Source: an optimization exercise on an open RTL-to-GDS flow (aim: a short achievable clock period and few clock cycles). Production flows keep margins and buffers that such runs may drop. In this exercise RTL edits were held to simulation tests only and were not proved equivalent to the original. No activity file was given, so power comes from the tool's default toggle rates.

### design/flow/design.v
module fde_core (
    input  wire        clk,
    input  wire        rst,            
    input  wire [7:0]  key,            
    output wire [7:0]  mem_addr,
    output wire        mem_we,
    output wire [15:0] mem_wdata,
    input  wire [15:0] mem_rdata,
    output reg  [15:0] out_data,
    output reg         out_valid,
    output reg  [15:0] disp_data,
    output reg         disp_data_valid,
    output reg  [15:0] disp_ctrl,
    output reg         disp_ctrl_valid,
    output reg         halted,
    output reg  [1:0]  fault,
    output reg  [15:0] fault_info
);
    localparam [1:0] FAULT_NONE        = 2'd0;
    localparam [1:0] FAULT_INVALID_OP  = 2'd1;
    localparam [1:0] FAULT_ADDR_RANGE  = 2'd3;
    localparam [7:0] OP_NOP = 8'h00, OP_LDA = 8'h01, OP_ADD = 8'h02, OP_SUB = 8'h03,
                     OP_STA = 8'h04, OP_LDI = 8'h05, OP_JMP = 8'h06, OP_JC  = 8'h07,
                     OP_JZ  = 8'h08, OP_SHL = 8'h09, OP_SHR = 8'h0A, OP_KEY = 8'h0B,
                     OP_OUT = 8'h0E, OP_HLT = 8'h0F, OP_PSH = 8'h10, OP_POP = 8'h11,
                     OP_CAL = 8'h12, OP_RET = 8'h13, OP_LSP = 8'h14, OP_DSD = 8'h15,
                     OP_DSC = 8'h16;
    reg [15:0] reg_a;
    reg [15:0] reg_b;
    reg        carry;
    reg        zero;
    reg [3:0]  sp;
    reg [7:0]  ma;         
    reg [7:0]  ma_p1;      
    reg        mw;         
    reg [15:0] mwd;        
    reg        pk_fetch;   
    assign mem_addr  = ma;
    assign mem_we    = mw;
    assign mem_wdata = mwd;
    reg        have;
    reg        st;         
    reg [7:0]  ir_op;
    reg [7:0]  ir_opd;
    reg [7:0]  nseq;       
    reg [7:0]  nseq_p1;    
    reg d_lda, d_add, d_sub, d_sta, d_psh, d_pop, d_cal, d_ret;
    reg d_ldi, d_key, d_shl, d_shr, d_out, d_dsd, d_dsc, d_lsp, d_hlt, d_bad;
    reg post_add, post_sub;
    reg [15:0] c_data [0:63];
    reg [1:0]  c_tag  [0:63];
    reg [63:0] c_val;
    reg [15:0] pf_word;
    reg        pf_ok;
    wire jx     = have & !st & !halted;                  
    wire j_mem  = d_lda | d_add | d_sub | d_sta | d_psh | d_pop;    
    wire post_now  = post_add | post_sub;
    wire post_next = jx & (d_add | d_sub);
    wire ret_bad = d_ret & (mem_rdata[15:8] != 8'd0);
    wire halting = jx & (d_hlt | d_bad | ret_bad);
    wire [16:0] alu_sum  = {1'b0, reg_a} + {1'b0, reg_b};
    wire [16:0] alu_diff = {1'b0, reg_a} - {1'b0, reg_b};
    wire [15:0] alu_res  = post_sub ? alu_diff[15:0] : alu_sum[15:0];
    wire        alu_c    = post_sub ? ~alu_diff[16] : alu_sum[16];
    reg [15:0] a_aj;
    always @* begin
        a_aj = post_now ? alu_res : reg_a;
        if (jx) begin
            if (d_lda | d_pop) a_aj = mem_rdata;
            if (d_ldi)         a_aj = {8'd0, ir_opd};
            if (d_key)         a_aj = {8'd0, key};
            if (d_shl)         a_aj = {reg_a[14:0], 1'b0};
            if (d_shr)         a_aj = {1'b0, reg_a[15:1]};
        end
    end
    wire c_aj = (jx & d_shl) ? reg_a[15] : (jx & d_shr) ? reg_a[0] : carry;
    wire z_aj = (jx & d_shl) ? (reg_a[14:0] == 15'd0) :
                (jx & d_shr) ? (reg_a[15:1] == 15'd0) : zero;
    reg [3:0] sp_aj;
    always @* begin
        sp_aj = sp;
        if (jx) begin
            if (d_psh | d_cal) sp_aj = sp + 4'd1;
            if (d_pop | d_ret) sp_aj = sp - 4'd1;
            if (d_lsp)         sp_aj = reg_a[3:0];
        end
    end
    wire        pf_use = pf_ok & !(mw & (ma == nseq));
    wire        n_from_pf = !pk_fetch & !st & have & j_mem & pf_use;
    wire        n_valid = pk_fetch | st | n_from_pf;
    wire [15:0] n_word  = pk_fetch ? mem_rdata : st ? {ir_op, ir_opd} : pf_word;
    wire [7:0]  n_nseq  = pk_fetch ? ma_p1 : st ? nseq : nseq_p1;
    wire [7:0]  n_op    = n_word[15:8];
    wire [7:0]  n_opd   = n_word[7:0];
    wire n_lda = (n_op == OP_LDA), n_add = (n_op == OP_ADD), n_sub = (n_op == OP_SUB);
    wire n_sta = (n_op == OP_STA), n_psh = (n_op == OP_PSH), n_pop = (n_op == OP_POP);
    wire n_cal = (n_op == OP_CAL), n_ret = (n_op == OP_RET);
    wire n_jmp = (n_op == OP_JMP), n_jc = (n_op == OP_JC), n_jz = (n_op == OP_JZ);
    wire n_dir  = n_lda | n_add | n_sub | n_sta;
    wire n_push = n_psh | n_cal;
    wire n_popr = n_pop | n_ret;
    wire n_memop = n_dir | n_push | n_popr;
    wire n_usea = n_sta | n_psh | n_jc | n_jz | (n_op == OP_SHL) | (n_op == OP_SHR) |
                  (n_op == OP_OUT) | (n_op == OP_DSD) | (n_op == OP_DSC) | (n_op == OP_LSP);
    wire n_stall = n_valid & ((n_usea & post_next) | ((n_jc | n_jz) & post_now));
    wire n_taken = n_jmp | (n_jc & c_aj) | (n_jz & z_aj);
    reg [7:0]  ma_n;
    reg        mw_n;
    reg [15:0] mwd_n;
    reg        pk_n;
    always @* begin
        ma_n  = n_nseq;
        mw_n  = 1'b0;
        mwd_n = a_aj;
        pk_n  = 1'b1;
        if (n_valid) begin
            if (n_stall) begin
                pk_n = 1'b0;
            end else if (n_memop) begin
                pk_n = 1'b0;
                mw_n = n_sta | n_push;
                if (n_dir)       ma_n = n_opd;
                else if (n_push) ma_n = {4'hF, sp_aj};
                else             ma_n = {4'hF, sp_aj - 4'd1};
                if (n_cal) mwd_n = {8'd0, n_nseq};
            end else if (n_taken) begin
                ma_n = n_opd;
            end
        end else begin
            if (d_cal)      ma_n = ir_opd;
            else if (d_ret) ma_n = mem_rdata[7:0];
            else            ma_n = nseq;
        end
        if (halting) mw_n = 1'b0;
    end
    wire [5:0] ia = ma_p1[5:0];
    wire [5:0] ib = nseq_p1[5:0];
    wire       hit_a = c_val[ia] & (c_tag[ia] == ma_p1[7:6]);
    wire       hit_b = c_val[ib] & (c_tag[ib] == nseq_p1[7:6]);
    wire [15:0] word_a = c_data[ia];
    wire [15:0] word_b = c_data[ib];
    wire [5:0] iw = ma[5:0];
    wire       hit_w = c_val[iw] & (c_tag[iw] == ma[7:6]);
    always @(posedge clk) begin
        if (rst) begin
            c_val <= 64'd0;
        end else if (!halted) begin
            if (pk_fetch) begin
                c_data[iw] <= mem_rdata;
                c_tag[iw]  <= ma[7:6];
                c_val[iw]  <= 1'b1;
            end else if (mw & hit_w) begin
                c_data[iw] <= mwd;
            end
        end
    end
    always @(posedge clk) begin
        if (rst) begin
            reg_a           <= 16'd0;
            reg_b           <= 16'd0;
            carry           <= 1'b0;
            zero            <= 1'b0;
            sp              <= 4'd0;
            ma              <= 8'd0;
            ma_p1           <= 8'd1;
            mw              <= 1'b0;
            mwd             <= 16'd0;
            pk_fetch        <= 1'b1;
            have            <= 1'b0;
            st              <= 1'b0;
            ir_op           <= 8'd0;
            ir_opd          <= 8'd0;
            nseq            <= 8'd0;
            nseq_p1         <= 8'd0;
            {d_lda, d_add, d_sub, d_sta, d_psh, d_pop, d_cal, d_ret} <= 8'd0;
            {d_ldi, d_key, d_shl, d_shr, d_out, d_dsd, d_dsc, d_lsp, d_hlt, d_bad} <= 10'd0;
            post_add        <= 1'b0;
            post_sub        <= 1'b0;
            pf_word         <= 16'd0;
            pf_ok           <= 1'b0;
            halted          <= 1'b0;
            fault           <= FAULT_NONE;
            fault_info      <= 16'd0;
            out_data        <= 16'd0;
            out_valid       <= 1'b0;
            disp_data       <= 16'd0;
            disp_data_valid <= 1'b0;
            disp_ctrl       <= 16'd0;
            disp_ctrl_valid <= 1'b0;
        end else begin
            out_valid       <= 1'b0;
            disp_data_valid <= 1'b0;
            disp_ctrl_valid <= 1'b0;
            if (halted) begin
                mw <= 1'b0;
            end else begin
                post_add <= post_next & d_add;
                post_sub <= post_next & d_sub;
                if (post_now) begin
                    reg_a <= alu_res;
                    carry <= alu_c;
                    zero  <= (alu_res == 16'd0);
                end
                if (jx) begin
                    if (d_lda) reg_a <= mem_rdata;
                    if (d_add | d_sub) reg_b <= mem_rdata;
                    if (d_psh | d_cal) sp <= sp + 4'd1;
                    if (d_pop) begin
                        sp    <= sp - 4'd1;
                        reg_a <= mem_rdata;
                    end
                    if (d_ret) begin
                        if (ret_bad) begin
                            halted     <= 1'b1;
                            fault      <= FAULT_ADDR_RANGE;
                            fault_info <= mem_rdata;
                        end else begin
                            sp <= sp - 4'd1;
                        end
                    end
                    if (d_ldi) reg_a <= {8'd0, ir_opd};
                    if (d_key) reg_a <= {8'd0, key};
                    if (d_shl) begin
                        reg_a <= {reg_a[14:0], 1'b0};
                        carry <= reg_a[15];
                        zero  <= (reg_a[14:0] == 15'd0);
                    end
                    if (d_shr) begin
                        reg_a <= {1'b0, reg_a[15:1]};
                        carry <= reg_a[0];
                        zero  <= (reg_a[15:1] == 15'd0);
                    end
                    if (d_out) begin
                        out_data  <= reg_a;
                        out_valid <= 1'b1;
                    end
                    if (d_dsd) begin
                        disp_data       <= reg_a;
                        disp_data_valid <= 1'b1;
                    end
                    if (d_dsc) begin
                        disp_ctrl       <= reg_a;
                        disp_ctrl_valid <= 1'b1;
                    end
                    if (d_lsp) sp <= reg_a[3:0];
                    if (d_hlt) halted <= 1'b1;
                    if (d_bad) begin
                        halted     <= 1'b1;
                        fault      <= FAULT_INVALID_OP;
                        fault_info <= {8'd0, ir_op};
                    end
                end
                ma       <= ma_n;
                ma_p1    <= ma_n + 8'd1;
                mw       <= mw_n;
                mwd      <= mwd_n;
                pk_fetch <= pk_n;
                have     <= n_valid;
                st       <= n_stall;
                ir_op    <= n_op;
                ir_opd   <= n_opd;
                nseq     <= n_nseq;
                nseq_p1  <= n_nseq + 8'd1;
                d_lda    <= n_lda;
                d_add    <= n_add;
                d_sub    <= n_sub;
                d_sta    <= n_sta;
                d_psh    <= n_psh;
                d_pop    <= n_pop;
                d_cal    <= n_cal;
                d_ret    <= n_ret;
                d_ldi    <= (n_op == OP_LDI);
                d_key    <= (n_op == OP_KEY);
                d_shl    <= (n_op == OP_SHL);
                d_shr    <= (n_op == OP_SHR);
                d_out    <= (n_op == OP_OUT);
                d_dsd    <= (n_op == OP_DSD);
                d_dsc    <= (n_op == OP_DSC);
                d_lsp    <= (n_op == OP_LSP);
                d_hlt    <= (n_op == OP_HLT);
                d_bad    <= (n_op == 8'h0C) | (n_op == 8'h0D) | (n_op > 8'h16);
                if (pk_fetch) begin
                    pf_word <= word_a;
                    pf_ok   <= hit_a;
                end else if (!st) begin
                    pf_word <= word_b;
                    pf_ok   <= hit_b & !(mw & (ma == nseq_p1));
                end
            end
        end
    end
endmodule
### design/flow/run.sh
#!/bin/bash
# synth_recipe.tcl (not shown) runs the flow's synth.tcl, then flattens the netlist and writes it again
# the make line also repeats each setting of config.mk as NAME=value (left out here)
make -C /OpenROAD-flow-scripts/flow DESIGN_CONFIG=/design/flow/config.mk WORK_HOME=/design/flow/orfs CLKGATE_MAP_FILE= SYNTH_SCRIPT=/design/flow/synth_recipe.tcl finish
### design/flow/config.mk
export PLATFORM = sky130hd
export DESIGN_NAME = fde_core
export DESIGN_NICKNAME = fde_core
export VERILOG_FILES = /design/flow/design.v
export SDC_FILE = /design/flow/constraint.sdc
export NUM_CORES = 4
export LEC_CHECK = 0
export ABC_CLOCK_PERIOD_IN_PS = 2500
export CAP_MARGIN = 20
export CORE_MARGIN = 2
export CORE_UTILIZATION = 40
export PLACE_DENSITY = 0.6
export SETUP_SLACK_MARGIN = 4.4
export SLEW_MARGIN = 20
### design/flow/constraint.sdc
create_clock -name core_clock -period 7.0 [get_ports {clk}]
set_input_delay 1.4000 -clock core_clock [delete_from_list [all_inputs] [get_ports {clk}]]
set_output_delay 1.4000 -clock core_clock [all_outputs]
set_load 0.01 [all_outputs]
==> run summary <==
==> final cells by class <==
cell class,instances,area (um^2)
clock buffer,189,4140
clock inverter,93,981
sequential,1447,40800
timing repair buffer,737,11000
multi-input combinational,2636,32800
tap,2340,2930
antenna,35,87.6
fill,13594,83000
inverter,49,196
==> worst max-delay path by stage <==
| stage | from | to | slack (ps) |
|---|---|---|---|
| floorplan | register | c_data[0][0] | 2800 |
| global placement | mem_rdata[13] | ma_p1[7] | 1730 |
| detailed placement | mem_rdata[13] | ma_p1[7] | 1670 |
| CTS | register | c_data[50][11] | 2920 |
| global route | register | c_data[3][13] | 2740 |
| finish | register | c_data[35][13] | 2730 |
==> power by group <==
part	switching (W)	internal [W]	total, W
Clock	0.00371	0.00473	0.00844
Combinational	0.00370	0.00285	0.00656
Sequential	0.000282	0.00943	0.00971
==> metal layers <==
| layer | vias up | wire [um] | global-route usage (%) |
|---|---|---|---|
| met3 | 1046 | 43800 | 11.0 |
| met2 | 4522 | 128000 | 44.9 |
| li1 | 19472 | - | - |
| met1 | 26706 | 101000 | 40.3 |
| met5 | - | 453 | 1.03 |
| met4 | 30 | 21800 | 16.6 |
==> sequential cells by signal, indices dropped and copies added (netlist names), 2 cells and up, named ones only <==
signal	count
c_data	1024
c_tag	128
c_val	64
disp_ctrl	16
disp_data	16
fault_info	16
mwd	16
out_data	16
pf_word	16
reg_a	16
reg_b	16
ir_op	8
ir_opd	8
ma	8
ma_p1	8
nseq	8
nseq_p1	8
sp	4
fault	2
==> kinds of logic (layout without fill, tap and decap cells) <==
logic type,Yosys count,after routing
XOR/XNOR,55,55
adder cells (fa/ha/maj),42,42
AO/OA/AOI/OAI,589,590
other,0,35
AND/OR/NAND/NOR,930,934
buffers and inverters,404,1068
multiplexers,939,1015
flip-flops,1447,1447
==> repair_timing <==
action	4_1_cts	5_1_grt
resized for setup	1145	278
cloned	139	55
endpoints found under the setup margin	2508	2435
buffers inserted	308	120
pin swaps	161	155
hold buffers	0	0
==> worst max-delay path, delay by kind of cell (launching register included) <==
kind	cells	cell delay [ps]
muxes	4	2010
and+or+nand+nor	1	240
xor gates and xnor gates	1	220
DFF	1	430
buffers and inverters	7	1040
==> layout by cell type, fill, tap and decap left out, drive strengths merged, types with 18 or more instances in the layout <==
master / synthesis / layout
buf: 93 / 680
nor2: 415 / 416
dfxtp: 295 / 295
mux2i: 69 / 69
edfxtp: 1152 / 1152
a211oi: 29 / 29
mux2: 22 / 98
a21oi: 253 / 253
a31oi: 23 / 23
mux4: 848 / 848
xor2: 18 / 18
clkinv: 2 / 68
a311oi: 19 / 19
ha: 40 / 40
clkbuf: 262 / 221
nor3: 48 / 48
nand2: 300 / 300
o211ai: 28 / 28
o21a: 19 / 19
inv: 47 / 52
diode: 0 / 35
and2: 18 / 18
o21ai: 93 / 94
nand3: 34 / 34
xnor2: 37 / 37
==> stage by stage <==
| step | std cells | hold WS, ps | cell area (um^2) | total power (W) | util, % |
|---|---|---|---|---|---|
| after global routing | 7504 | 472 | 92900 | 0.0250 | 52.8 |
| after floorplan | 4406 | 438 | 72600 | 0.0130 | - |
| after detailed placement | 6587 | 448 | 75400 | 0.0148 | 42.9 |
| after CTS | 7316 | 461 | 89600 | 0.0241 | 51.0 |
| final | 7526 | 460 | 92900 | 0.0247 | 52.8 |
| after global placement | 6587 | 441 | 75400 | 0.0148 | 42.9 |
==> impl_metrics.csv <==
group,metric,value,unit
min_path,hold_depth,2,
setup_path,crit_chain,"buf_12 > mux4_2 > mux4_2 > mux4_2 > xor2_2 > nor4_4 > buf_6 > buf_4 > buf_12 > buf_12 > buf_12 > buf_16 > mux2_4",
sta,timing.fmax,234,MHz
logic_synthesis,yosys_warnings,1,
logic_synthesis,synth.area.mux_share,28.3,%
final_layout,final_layout_size_suffix_gt1_share,46.8,%
logic_synthesis,synth_edf_count,1152,
sta,period_needed,4270,ps
sta,rsz0062_at_grt,"yes",
setup_path,ff2ff_path_depth,13,
logic_synthesis,synth_top_family_by_area,"multiplexers",
global_routing,grt_use_total,30.8,%
logic_synthesis,synth.area.top_cells,"edfxtp_1 (49%), mux4_2 (27%), dfxtp_1 (8.3%)",
min_path,hp-class,"register to register",
logic_synthesis,syn_area,70800,um^2
logic_synthesis,synth-xor-area-share,0.680,%
min_path,holdCritStartpoint,"fault_info[15]",
sta,fin_skew,79.9,ps
power,ir_worst_vdd,193,uV
routing,vias_per_cell,6.88,
floorplanning,die_h,425,um
sta,finalSetupTns,0,ps
logic_synthesis,syn-num-nets,4474,
global_routing,gr-total-overflow,0,
logic_synthesis,yosysTopAreaCell,"edfxtp_1",
routing,ant_nets,0,
place,io_buffers,120,
place,gp_congestion,0.923,
setup_path,startpoint_type,"register",
run_status,outcome,"no timing/DRC/antenna violations",
logic_synthesis,synth-seq-cells,1447,
global_routing,grt_pass1_wl,386,mm
setup_path,worstSetupEndpointType,"register",
setup_path,critical_path_required,7550,ps
logic_synthesis,synth_simple_gate_area_share,5.68,%
floorplanning,dieArea,180000,um^2
logic_synthesis,synthDominantCellAreaShare,48.9,%
logic_synthesis,yosysSeqAreaShare,57.2,%
floorplanning,start_util,40.2,%
routing,vias,51776,
global_routing,antenna_found_initial,49,
sta,timing.slew.headroom,18.6,%
sta,tightest_slew,1220,ps
logic_synthesis,synth_area_per_cell,16.1,um^2
logic_synthesis,yosysMostFrequentCell,"edfxtp_1",
cts,numCtsBuffers,155,
power,p_leak,30.1,nW
cts,clock-root-buffer,"clkbuf_16",
logic_synthesis,post_synth_most_frequent_cells,"edfxtp_1 (1,152), mux4_2 (848), nor2_1 (415), nand2_1 (300), dfxtp_1 (295)",
setup_path,path_common_cell,"buf_12",
global_routing,grt_pass1_vias,47318,
sta,period_share,61.0,%
cts,cts.path.max_buffers,3,
floorplanning,fp.coreArea,176000,um^2
final_layout,syn_to_final_growth,31.3,%
sta,slew_viol_final,0,
cts,clock_latency,870,ps
logic_synthesis,synth_top_flop_cell,"edfxtp_1",
logic_synthesis,yosys.area_share.adder,0.764,%
job,maxCapViolations,0,
min_path,whs_endpoint,"fault_info[15]",
setup_path,worst-path-max-fanout,8,
logic_synthesis,synth.distinct_cells,80,
setup_path,reg2reg_slack,2730,ps
routing,wl_per_cell,39.3,um
routing,firstDrtPassIters,5,
logic_synthesis,async_flop_share,0,%
place,place_ws,1670,ps
cts,clk_pin_slew,60,ps
sta,fin_ws,2730,ps
final_layout,final_nets,5094,
setup_path,critPathMaxStageDelay,530,ps
place,dpl.hpwl,153,mm
routing,drc,0,
setup_path,rr_endpoint,"c_data[35][13]",
setup_path,cp.arrival,4820,ps
cts,htreeDepth,4,
floorplanning,io_pins,121,
sta,setup_viol,0,
power,p_per_area,266,nW/um^2
logic_synthesis,synth-compound-area-share,5.16,%
cts,cts_sinks,1447,
cts,cts_tree,"yes",
floorplanning,num_rows,154,
global_routing,grt_max_degree,82,
setup_path,slowest_stage,"mux4_2",
routing,routed_wirelength,295,mm
routing,drtIter0Drc,9053,
logic_synthesis,netlist_instances,4406,
floorplanning,dieWidth,425,um
sta,hold_viol,0,
setup_path,worstSetupPathType,"register to register",
Testbench counts, summed over its fixed seeds: cycles 23,472.

## port drivers added, routing unchanged
No port has a modelled driver above. Below, the same layout with a new extraction and two added sets of constraints. Step 1 (the two cells are an assumption about what drives the block):
set clk [get_ports {clk}]
set_driving_cell -lib_cell sky130_fd_sc_hd__clkbuf_16 $clk
set_driving_cell -lib_cell sky130_fd_sc_hd__buf_2 [delete_from_list [all_inputs] $clk]
Step 2 also shifts input and output timing later by t, the mid clock arrival at the registers, as if the neighbouring blocks saw the same clock. a / b / c = no drivers / after step 1 / after step 2; a / b = the first two.
t, ns: 0.913
setup slack, ns: 2.733 / 2.733 / 2.078
worst register clock-pin slew, ns: 0.07 / 0.07
After both steps this run still meets setup and hold. The setup slack of this run moves by 0.000 ns with the drivers and by -0.655 ns with both steps.
